Context: an optimization exercise on an open-source flow, tuned for small area, a short achievable clock period and few clock cycles per item. The choices shown serve that exercise and are no tape-out recipe.
At most, simulation tests tie the RTL to the original design; equivalence was not proved.
No activity file was given, so power comes from the tool's default toggle rates.

==> run a: inputs <==
==> flow/design.v <==
module bpe_add #(parameter N = 32) (
    input  wire [N-1:0] a,
    input  wire [N-1:0] b,
    input  wire         ci,
    output wire [N-1:0] s,
    output wire         co
);
  localparam L = $clog2(N + 1);
  wire [N:0] g0 = {a & b, ci};
  wire [N:0] p0 = {a ^ b, 1'b0};
  wire [N:0] g [0:L];
  wire [N:0] p [0:L];
  assign g[0] = g0;
  assign p[0] = p0;
  genvar l, i;
  generate
    for (l = 0; l < L; l = l + 1) begin : g_lvl
      for (i = 0; i <= N; i = i + 1) begin : g_bit
        if ((i >> l) & 1) begin : g_node
          localparam integer J = ((i >> l) << l) - 1;
          assign g[l+1][i] = g[l][i] | (p[l][i] & g[l][J]);
          assign p[l+1][i] = p[l][i] & p[l][J];
        end else begin : g_pass
          assign g[l+1][i] = g[l][i];
          assign p[l+1][i] = p[l][i];
        end
      end
    end
  endgenerate
  assign s  = p0[N:1] ^ g[L][N-1:0];
  assign co = g[L][N];
endmodule
module bpe (
    input  wire        clk,
    input  wire        rst,
    input  wire        reg_req,
    input  wire        reg_we,
    input  wire [5:0]  reg_addr,
    input  wire [31:0] reg_wdata,
    output reg  [31:0] reg_rdata,
    output wire        reg_ack,
    output wire        mem_req,
    output wire        mem_we,
    output wire [31:0] mem_addr,
    output wire [7:0]  mem_wdata,
    input  wire [7:0]  mem_rdata,
    input  wire        mem_ack,
    output wire        irq
);
  reg        ie;
  reg        done;
  reg        ovr;
  reg [1:0]  err;            
  reg [31:0] cmd;
  reg [31:0] wdata;
  reg [31:0] rdata;
  reg [31:0] result;
  reg [31:0] sbase;
  reg [28:0] slen;
  reg [31:0] spos;
  reg [31:0] dbase;
  reg [28:0] dlen;
  reg [31:0] dpos;
  localparam [31:0] CFG = 32'h0000_2000;
  localparam [1:0] S_IDLE = 2'd0,    
                   S_FIN  = 2'd1,    
                   S_SRC  = 2'd2,    
                   S_DST  = 2'd3;    
  reg [1:0] state;
  reg [1:0] code;            
  reg [2:0] k;               
  reg [31:0] addr;           
  reg [4:0] coh;             
  reg       rdone;           
  reg [7:0] old;             
  reg [31:0] val;            
  reg [2:0] sh;              
  reg [2:0] nm1;             
  reg [2:0] tq;              
  reg       rd_first;        
  reg       rd_last;         
  wire busy   = (state != S_IDLE);
  wire in_src = (state == S_SRC);
  wire in_dst = (state == S_DST);
  wire [3:0] ra      = reg_addr[5:2];
  wire       host_wr = reg_req & reg_we;
  wire       accept  = host_wr & (ra == 4'd2) & ~busy;
  wire [3:0] op  = cmd[3:0];
  wire       ord = cmd[4];
  wire       adv = cmd[5];
  wire [5:0] w   = cmd[13:8];
  wire is_set  = (op == 4'd0);
  wire is_sset = (op == 4'd1);
  wire is_get  = (op == 4'd2);
  wire is_seq  = (op == 4'd1) | (op == 4'd4);
  wire is_copy = (op == 4'd5);
  wire [5:0]  w_eff = busy ? w : reg_wdata[13:8];
  wire [31:0] s_end, d_end;
  wire        s_end_c, d_end_c;
  bpe_add #(32) u_send (.a(spos), .b({26'b0, w_eff}), .ci(1'b0), .s(s_end), .co(s_end_c));
  bpe_add #(32) u_dend (.a(dpos), .b({26'b0, w_eff}), .ci(1'b0), .s(d_end), .co(d_end_c));
  wire        s_ge, d_ge;
  bpe_add #(33) u_sdif (.a({1'b0, slen, 3'b0}), .b(~{s_end_c, s_end}), .ci(1'b1), .s(), .co(s_ge));
  bpe_add #(33) u_ddif (.a({1'b0, dlen, 3'b0}), .b(~{d_end_c, d_end}), .ci(1'b1), .s(), .co(d_ge));
  wire        s_oob = ~s_ge;
  wire        d_oob = ~d_ge;
  wire [3:0] a_op      = reg_wdata[3:0];
  wire       a_illegal = (reg_wdata[7:6] != 2'b0) || (reg_wdata[31:14] != 18'b0) || (a_op > 4'd5);
  wire       a_wbad    = (reg_wdata[13:8] > 6'd32);
  wire       a_w0      = (reg_wdata[13:8] == 6'd0);
  wire       a_src     = (a_op == 4'd2) | (a_op == 4'd5);
  wire       a_dst     = (a_op != 4'd2);
  wire       a_oob     = (a_src & s_oob) | (a_dst & d_oob);
  wire [1:0] a_code    = a_illegal ? 2'd3 : a_wbad ? 2'd1 : a_w0 ? 2'd0 : a_oob ? 2'd2 : 2'd0;
  wire       a_go      = ~a_illegal & ~a_wbad & ~a_w0 & ~a_oob;
  wire [5:0] p_w   = busy ? w : reg_wdata[13:8];
  wire       p_ord = busy ? ord : reg_wdata[4];
  wire [3:0] p_op  = busy ? op : a_op;
  wire       p_seq = (p_op == 4'd1) | (p_op == 4'd4);
  wire       p_s   = ~busy & a_src;                 
  wire [2:0] p_lo  = p_s ? spos[2:0] : dpos[2:0];
  wire [5:0] p_lw  = {3'b0, p_lo} + p_w;            
  wire [5:0] p_lwm = p_lw - 6'd1;
  wire [2:0] p_nm1 = p_lwm[5:3];
  wire [2:0] p_de  = 3'd0 - p_lw[2:0];              
  wire [2:0] p_sh  = p_ord ? p_de : p_lo;
  wire [2:0] p_tq  = p_ord ? ~p_lo : p_lwm[2:0];
  wire       p_rd0 = (p_lo != 3'd0) | (~p_seq & (p_nm1 == 3'd0) & (p_lw != 6'd8));
  wire       p_rdl = ~p_seq & (p_nm1 != 3'd0) & (p_lw[2:0] != 3'd0);
  wire [4:0] p_coh = p_ord ? (5'd1 << p_nm1) : 5'd1;
  wire        a_inc  = busy & ~(in_src & klast);     
  wire [31:0] a_base = p_s ? sbase : dbase;
  wire [28:0] a_pos  = p_s ? spos[31:3] : dpos[31:3];
  wire [31:0] a_sum;
  bpe_add #(32) u_addr (.a(a_inc ? addr : a_base), .b(a_inc ? 32'b0 : {3'b0, a_pos}),
                        .ci(a_inc), .s(a_sum), .co());
  assign mem_addr = addr;
  wire kfirst = (k == 3'd0);
  wire klast  = (k == nm1);
  wire cfirst = coh[0];
  wire clast  = ord ? kfirst : klast;
  wire [7:0] gem, ltm, lowm;
  genvar gi;
  generate
    for (gi = 0; gi < 8; gi = gi + 1) begin : g_thr
      assign gem[gi]  = (gi[2:0] >= sh);
      assign ltm[gi]  = (gi[2:0] <= tq);
      assign lowm[gi] = (gi[2:0] <= ~sh);
    end
  endgenerate
  wire [15:0] rr  = {mem_rdata, mem_rdata} >> sh;
  wire [7:0]  rot = rr[7:0];                       
  wire [31:0] val_next;
  wire [31:0] tm;                                  
  generate
    for (gi = 0; gi < 32; gi = gi + 1) begin : g_val
      wire hit = (coh[gi / 8] & lowm[gi % 8]) | (coh[gi / 8 + 1] & ~lowm[gi % 8]);
      assign val_next[gi] = hit ? rot[gi % 8] : val[gi];
      assign tm[gi] = (gi < w);
    end
  endgenerate
  wire [31:0] vsrc = ({32{is_copy}} & val) | ({32{is_set | is_sset}} & wdata);
  wire [7:0]  lane_c = ({8{coh[0]}} & vsrc[7:0])   | ({8{coh[1]}} & vsrc[15:8]) |
                       ({8{coh[2]}} & vsrc[23:16]) | ({8{coh[3]}} & vsrc[31:24]);
  wire [7:0]  lane_p = ({8{coh[1]}} & vsrc[7:0])   | ({8{coh[2]}} & vsrc[15:8]) |
                       ({8{coh[3]}} & vsrc[23:16]) | ({8{coh[4]}} & vsrc[31:24]);
  wire [7:0]  pre = (lowm & lane_c) | (~lowm & lane_p);
  wire [15:0] ol  = {pre, pre} << sh;
  wire [7:0]  out = ol[15:8];                      
  wire [7:0] ge0 = {8{~cfirst}} | gem;             
  wire [7:0] ltw = {8{~clast}}  | ltm;             
  wire [7:0] fm  = ge0 & ltw;
  wire [7:0] keep = is_seq ? (ord ? ~ltw : ~ge0) : ~fm;
  wire [7:0] dnew = (fm & out) | (keep & old);
  wire       need_read = ~rdone & ((kfirst & rd_first) | (klast & rd_last));
  assign mem_req   = (in_src | in_dst) & ~rst;
  assign mem_we    = in_dst & ~need_read;
  assign mem_wdata = dnew;
  wire src_ack = in_src & mem_ack;
  wire dst_ack = in_dst & mem_ack;
  wire finish  = (state == S_FIN) | (src_ack & klast & is_get) | (dst_ack & ~need_read & klast);
  wire to_dst  = src_ack & klast & ~is_get;        
  wire step    = (src_ack & ~klast) | (dst_ack & ~need_read & ~klast);
  wire load_p  = accept | to_dst;
  assign reg_ack = reg_req & ~rst;
  assign irq     = ie & done;
  always @(*) begin
    case (ra)
      4'd0:    reg_rdata = {31'b0, ie};
      4'd1:    reg_rdata = {22'b0, err, 5'b0, ovr, done, busy};
      4'd2:    reg_rdata = cmd;
      4'd3:    reg_rdata = wdata;
      4'd4:    reg_rdata = rdata;
      4'd5:    reg_rdata = result;
      4'd6:    reg_rdata = sbase;
      4'd7:    reg_rdata = {3'b0, slen};
      4'd8:    reg_rdata = spos;
      4'd9:    reg_rdata = dbase;
      4'd10:   reg_rdata = {3'b0, dlen};
      4'd11:   reg_rdata = dpos;
      4'd12:   reg_rdata = CFG;
      default: reg_rdata = 32'b0;
    endcase
  end
  wire [31:0] wd_m = reg_wdata & {32{~rst}};
  wire        idle_wr = host_wr & ~busy;
  wire        fin_ok  = finish & (code == 2'd0) & ~rst;
  wire        eng     = busy & ~rst;            
  always @(posedge clk) begin
    if (rst | (host_wr & (ra == 4'd0)))  ie    <= wd_m[0];
    if (rst | (accept))                  cmd   <= wd_m;
    if (rst | (idle_wr & (ra == 4'd3)))  wdata <= wd_m;
    if (rst | (idle_wr & (ra == 4'd6)))  sbase <= wd_m;
    if (rst | (idle_wr & (ra == 4'd7)))  slen  <= wd_m[28:0];
    if (rst | (idle_wr & (ra == 4'd9)))  dbase <= wd_m;
    if (rst | (idle_wr & (ra == 4'd10))) dlen  <= wd_m[28:0];
    if (rst | (idle_wr & (ra == 4'd8)) | (fin_ok & adv & (is_get | is_copy)))
      spos <= eng ? s_end : wd_m;
    if (rst | (idle_wr & (ra == 4'd11)) | (fin_ok & adv & ~is_get))
      dpos <= eng ? d_end : wd_m;
    if (rst | (fin_ok & is_get))
      rdata <= val_next & tm & {32{~rst}};
    if (rst | fin_ok)
      result <= ({32{~rst & is_get}} & s_end) |
                ({32{~rst & is_copy}} & {26'b0, w}) |
                ({32{~rst & ~is_get & ~is_copy}} & d_end);
    if (src_ack) val <= val_next;
    if (dst_ack & need_read) old <= mem_rdata;
    if (load_p | step) addr <= a_sum;
    if (load_p) begin
      sh       <= p_sh;
      nm1      <= p_nm1;
      tq       <= p_tq;
      rd_first <= p_rd0;
      rd_last  <= p_rdl;
    end
  end
  always @(posedge clk) begin
    if (rst) begin
      done   <= 1'b0;
      ovr    <= 1'b0;
      err    <= 2'd0;
      state  <= S_IDLE;
      code   <= 2'd0;
      k      <= 3'd0;
      coh    <= 5'd0;
      rdone  <= 1'b0;
    end else begin
      if (host_wr) begin
        case (ra)
          4'd1: begin
            if (reg_wdata[1]) done <= 1'b0;
            if (reg_wdata[2]) ovr  <= 1'b0;
          end
          4'd2: begin
            if (busy) ovr <= 1'b1;
            else begin
              done  <= 1'b0;
              err   <= 2'd0;
              code  <= a_code;
              state <= a_go ? (a_src ? S_SRC : S_DST) : S_FIN;
            end
          end
          4'd3, 4'd6, 4'd7, 4'd8, 4'd9, 4'd10, 4'd11:
            if (busy) ovr <= 1'b1;
          default: ;
        endcase
      end
      if (load_p) begin
        k     <= 3'd0;
        coh   <= p_coh;
        rdone <= 1'b0;
      end
      if (to_dst) state <= S_DST;
      if (dst_ack & need_read) rdone <= 1'b1;
      if (step) begin
        k     <= k + 3'd1;
        coh   <= ord ? {1'b0, coh[4:1]} : {coh[3:0], 1'b0};
        rdone <= 1'b0;
      end
      if (finish) begin
        state <= S_IDLE;
        done  <= 1'b1;
        err   <= code;
      end
    end
  end
endmodule
==> flow/run.sh <==
#!/bin/bash
# synth_recipe.tcl (not shown) runs the flow's synth.tcl, then flattens the netlist and writes it again
# the make line also repeats each setting of config.mk as NAME=value (left out here)
make -C /OpenROAD-flow-scripts/flow DESIGN_CONFIG=/design/flow/config.mk WORK_HOME=/design/flow/orfs CLKGATE_MAP_FILE= SYNTH_SCRIPT=/design/flow/synth_recipe.tcl finish
==> flow/config.mk <==
export PLATFORM = sky130hd
export DESIGN_NAME = bpe
export DESIGN_NICKNAME = bpe
export VERILOG_FILES = /design/flow/design.v
export SDC_FILE = /design/flow/constraint.sdc
export NUM_CORES = 4
export LEC_CHECK = 0
export CAP_MARGIN = 20
export CORE_MARGIN = 2
export CORE_UTILIZATION = 40
export SETUP_SLACK_MARGIN = 4.5
export SLEW_MARGIN = 20
==> flow/constraint.sdc <==
create_clock -name core_clock -period 10.0 [get_ports {clk}]
set_input_delay 2.0000 -clock core_clock [delete_from_list [all_inputs] [get_ports {clk}]]
set_output_delay 2.0000 -clock core_clock [all_outputs]
set_load 0.01 [all_outputs]
==> inputs of run b, as changes to run a <==
--- a/flow/design.v
+++ b/flow/design.v
@@ -6,5 +6,5 @@
     output wire         co
 );
-  localparam L = $clog2(N + 1);
+  localparam L = 6;           
   wire [N:0] g0 = {a & b, ci};
   wire [N:0] p0 = {a ^ b, 1'b0};
SETUP_SLACK_MARGIN = 3.5   (was 4.5)
==> inputs of run c, as changes to run a <==
--- a/flow/design.v
+++ b/flow/design.v
@@ -6,5 +6,5 @@
     output wire         co
 );
-  localparam L = $clog2(N + 1);
+  localparam L = 6;           
   wire [N:0] g0 = {a & b, ci};
   wire [N:0] p0 = {a ^ b, 1'b0};
@@ -38,5 +38,5 @@
     input  wire [5:0]  reg_addr,
     input  wire [31:0] reg_wdata,
-    output reg  [31:0] reg_rdata,
+    output wire [31:0] reg_rdata,
     output wire        reg_ack,
     output wire        mem_req,
@@ -183,24 +183,54 @@
   wire step    = (src_ack & ~klast) | (dst_ack & ~need_read & ~klast);
   wire load_p  = accept | to_dst;
-  assign reg_ack = reg_req & ~rst;
-  assign irq     = ie & done;
+  reg  [3:0]  pr;
+  reg         stale;
+  reg  [31:0] rdq;
+  reg  [31:0] rmux;
+  wire        rd_req = reg_req & ~reg_we;
+  wire        rd_hit = (ra == pr) & ~stale;
+  assign reg_ack   = reg_req & ~rst & (reg_we | rd_hit);
+  assign reg_rdata = rdq;
+  assign irq       = ie & done;
+  reg [3:0] pr_succ;
   always @(*) begin
-    case (ra)
-      4'd0:    reg_rdata = {31'b0, ie};
-      4'd1:    reg_rdata = {22'b0, err, 5'b0, ovr, done, busy};
-      4'd2:    reg_rdata = cmd;
-      4'd3:    reg_rdata = wdata;
-      4'd4:    reg_rdata = rdata;
-      4'd5:    reg_rdata = result;
-      4'd6:    reg_rdata = sbase;
-      4'd7:    reg_rdata = {3'b0, slen};
-      4'd8:    reg_rdata = spos;
-      4'd9:    reg_rdata = dbase;
-      4'd10:   reg_rdata = {3'b0, dlen};
-      4'd11:   reg_rdata = dpos;
-      4'd12:   reg_rdata = CFG;
-      default: reg_rdata = 32'b0;
+    case (pr)
+      4'd1:    pr_succ = is_get ? 4'd4 : 4'd5;    
+      4'd4:    pr_succ = 4'd5;                    
+      4'd5:    pr_succ = 4'd8;                    
+      4'd8:    pr_succ = 4'd11;                   
+      default: pr_succ = 4'd1;
     endcase
   end
+  wire [3:0] pr_next = (rd_req & ~rd_hit) ? ra :
+                       finish             ? 4'd1 :
+                       (rd_req & rd_hit)  ? pr_succ : pr;
+  always @(*) begin
+    case (pr_next)
+      4'd0:    rmux = {31'b0, ie};
+      4'd1:    rmux = {22'b0, err, 5'b0, ovr, done, busy};
+      4'd2:    rmux = cmd;
+      4'd3:    rmux = wdata;
+      4'd4:    rmux = rdata;
+      4'd5:    rmux = result;
+      4'd6:    rmux = sbase;
+      4'd7:    rmux = {3'b0, slen};
+      4'd8:    rmux = spos;
+      4'd9:    rmux = dbase;
+      4'd10:   rmux = {3'b0, dlen};
+      4'd11:   rmux = dpos;
+      4'd12:   rmux = CFG;
+      default: rmux = 32'b0;
+    endcase
+  end
+  always @(posedge clk) begin
+    rdq <= rmux;
+    if (rst) begin
+      pr    <= 4'd1;
+      stale <= 1'b1;
+    end else begin
+      pr    <= pr_next;
+      stale <= host_wr | finish;
+    end
+  end
   wire [31:0] wd_m = reg_wdata & {32{~rst}};
   wire        idle_wr = host_wr & ~busy;
SETUP_SLACK_MARGIN = 4.6   (was 4.5)
==> inputs of run d, as changes to run a <==
--- a/flow/design.v
+++ b/flow/design.v
@@ -6,5 +6,5 @@
     output wire         co
 );
-  localparam L = $clog2(N + 1);
+  localparam L = 6;           
   wire [N:0] g0 = {a & b, ci};
   wire [N:0] p0 = {a ^ b, 1'b0};
==> flow/flow/run.sh (new file) <==
#!/bin/bash
# The standard layout, with plain buffers (not delay cells) on the ports.
set -euo pipefail
bash standard.sh BUFFER_PORTS_ARGS="-buffer_cell sky130_fd_sc_hd__buf_2" finish > flow_make.log 2>&1
==> flow/standard.sh (new file) <==
#!/bin/bash
# synth_recipe.tcl (not shown) runs the flow's synth.tcl, then flattens the netlist and writes it again
# the make line also repeats each setting of config.mk as NAME=value (left out here)
make -C /OpenROAD-flow-scripts/flow DESIGN_CONFIG=/design/flow/config.mk WORK_HOME=/design/flow/orfs CLKGATE_MAP_FILE= SYNTH_SCRIPT=/design/flow/synth_recipe.tcl "${@:-finish}"
CAP_MARGIN = 0   (was 20)
CORE_UTILIZATION = 50   (was 40)
CTS_CLUSTER_DIAMETER = 80   (was unset)
CTS_CLUSTER_SIZE = 20   (was unset)
SETUP_SLACK_MARGIN = 4.2   (was 4.5)
SLEW_MARGIN = 0   (was 20)
removed: flow/run.sh
==> qor summary <==
| item | run a | run d | run b | run c |
|---|---|---|---|---|
| Area used by multi-input combinational logic | 12,500 um^2 | 11,600 um^2 | 11,400 um^2 | 13,600 um^2 |
| Global placer's final weighted congestion | 0.946 | 0.973 | 0.980 | 0.967 |
| Average routed wire per standard cell | 31.2 um | 31.5 um | 30.0 um | 30.0 um |
| Placed Instance Area | 26,500 um^2 | 25,600 um^2 | 26,400 um^2 | 28,400 um^2 |
| R2r setup slk | 4.55 ns | 4.42 ns | 4.13 ns | 4.60 ns |
| Status | timing/DRC/antenna clean | timing/DRC/antenna clean | timing/DRC/antenna clean | timing/DRC/antenna clean |
| Maximum clock rate | 0.181 GHz | 0.173 GHz | 0.156 GHz | 0.182 GHz |
| Worst supply voltage drop on vdd | 0.000124 V | 0.000112 V | 0.000124 V | 0.000139 V |
| Worst slack after detailed placement | 2.32 ns | 2.80 ns | 2.14 ns | 1.84 ns |
| Power Sequential | 2120 uW | 2110 uW | 2110 uW | 2300 uW |
| Combinational-cell power consumption | 837 uW | 719 uW | 728 uW | 964 uW |
| Capturing element type of the critical path | output pin | output pin | output pin | register |
| Post-Synthesis Cells | 2,226 | 2,226 | 2,226 | 2,416 |
| First-pass GRT wire length | 143,000 um | 134,000 um | 136,000 um | 152,000 um |
| Power of the clock network | 1690 uW | 1270 uW | 1700 uW | 2100 uW |
Testbench counts of run b, summed over its fixed seeds: cycles 39,462, commands 2,400.
Testbench counts of run c, summed over its fixed seeds: cycles 39,462, commands 2,400.
Testbench counts of run d, summed over its fixed seeds: cycles 39,462, commands 2,400.
The RTL of run a was laid out without a check of its function.

static timing again, ports no longer ideal:
No port has a modelled driver above. Below, the same layouts with a new extraction and two added sets of constraints.
Step 1: set_driving_cell puts a clkbuf_16 on clk and a buf_2 on each other input, an assumption about the parent block.
Step 2 times the ports against the registers' clock, not the clock port: input delays grow and output delays shrink by t, the midpoint of the rising clock arrivals with the driver on.
a / b / c = ideal / step 1 / step 2; a / b = the first two.
run	t (ns)	slack for setup (ns)	slew at the worst register clock pin (ns)
run a	0.669	4.475 / 4.414 / 3.827	0.07 / 0.07
run b	0.653	3.587 / 3.528 / 2.965	0.06 / 0.06
run c	0.692	4.499 / 4.515 / 3.823	0.07 / 0.07
run d	0.657	4.212 / 4.159 / 3.642	0.09 / 0.09
After both steps every run listed still meets setup and hold. The setup slack of run c, which loses most, moves by +0.016 ns with the drivers and by -0.676 ns with both steps.
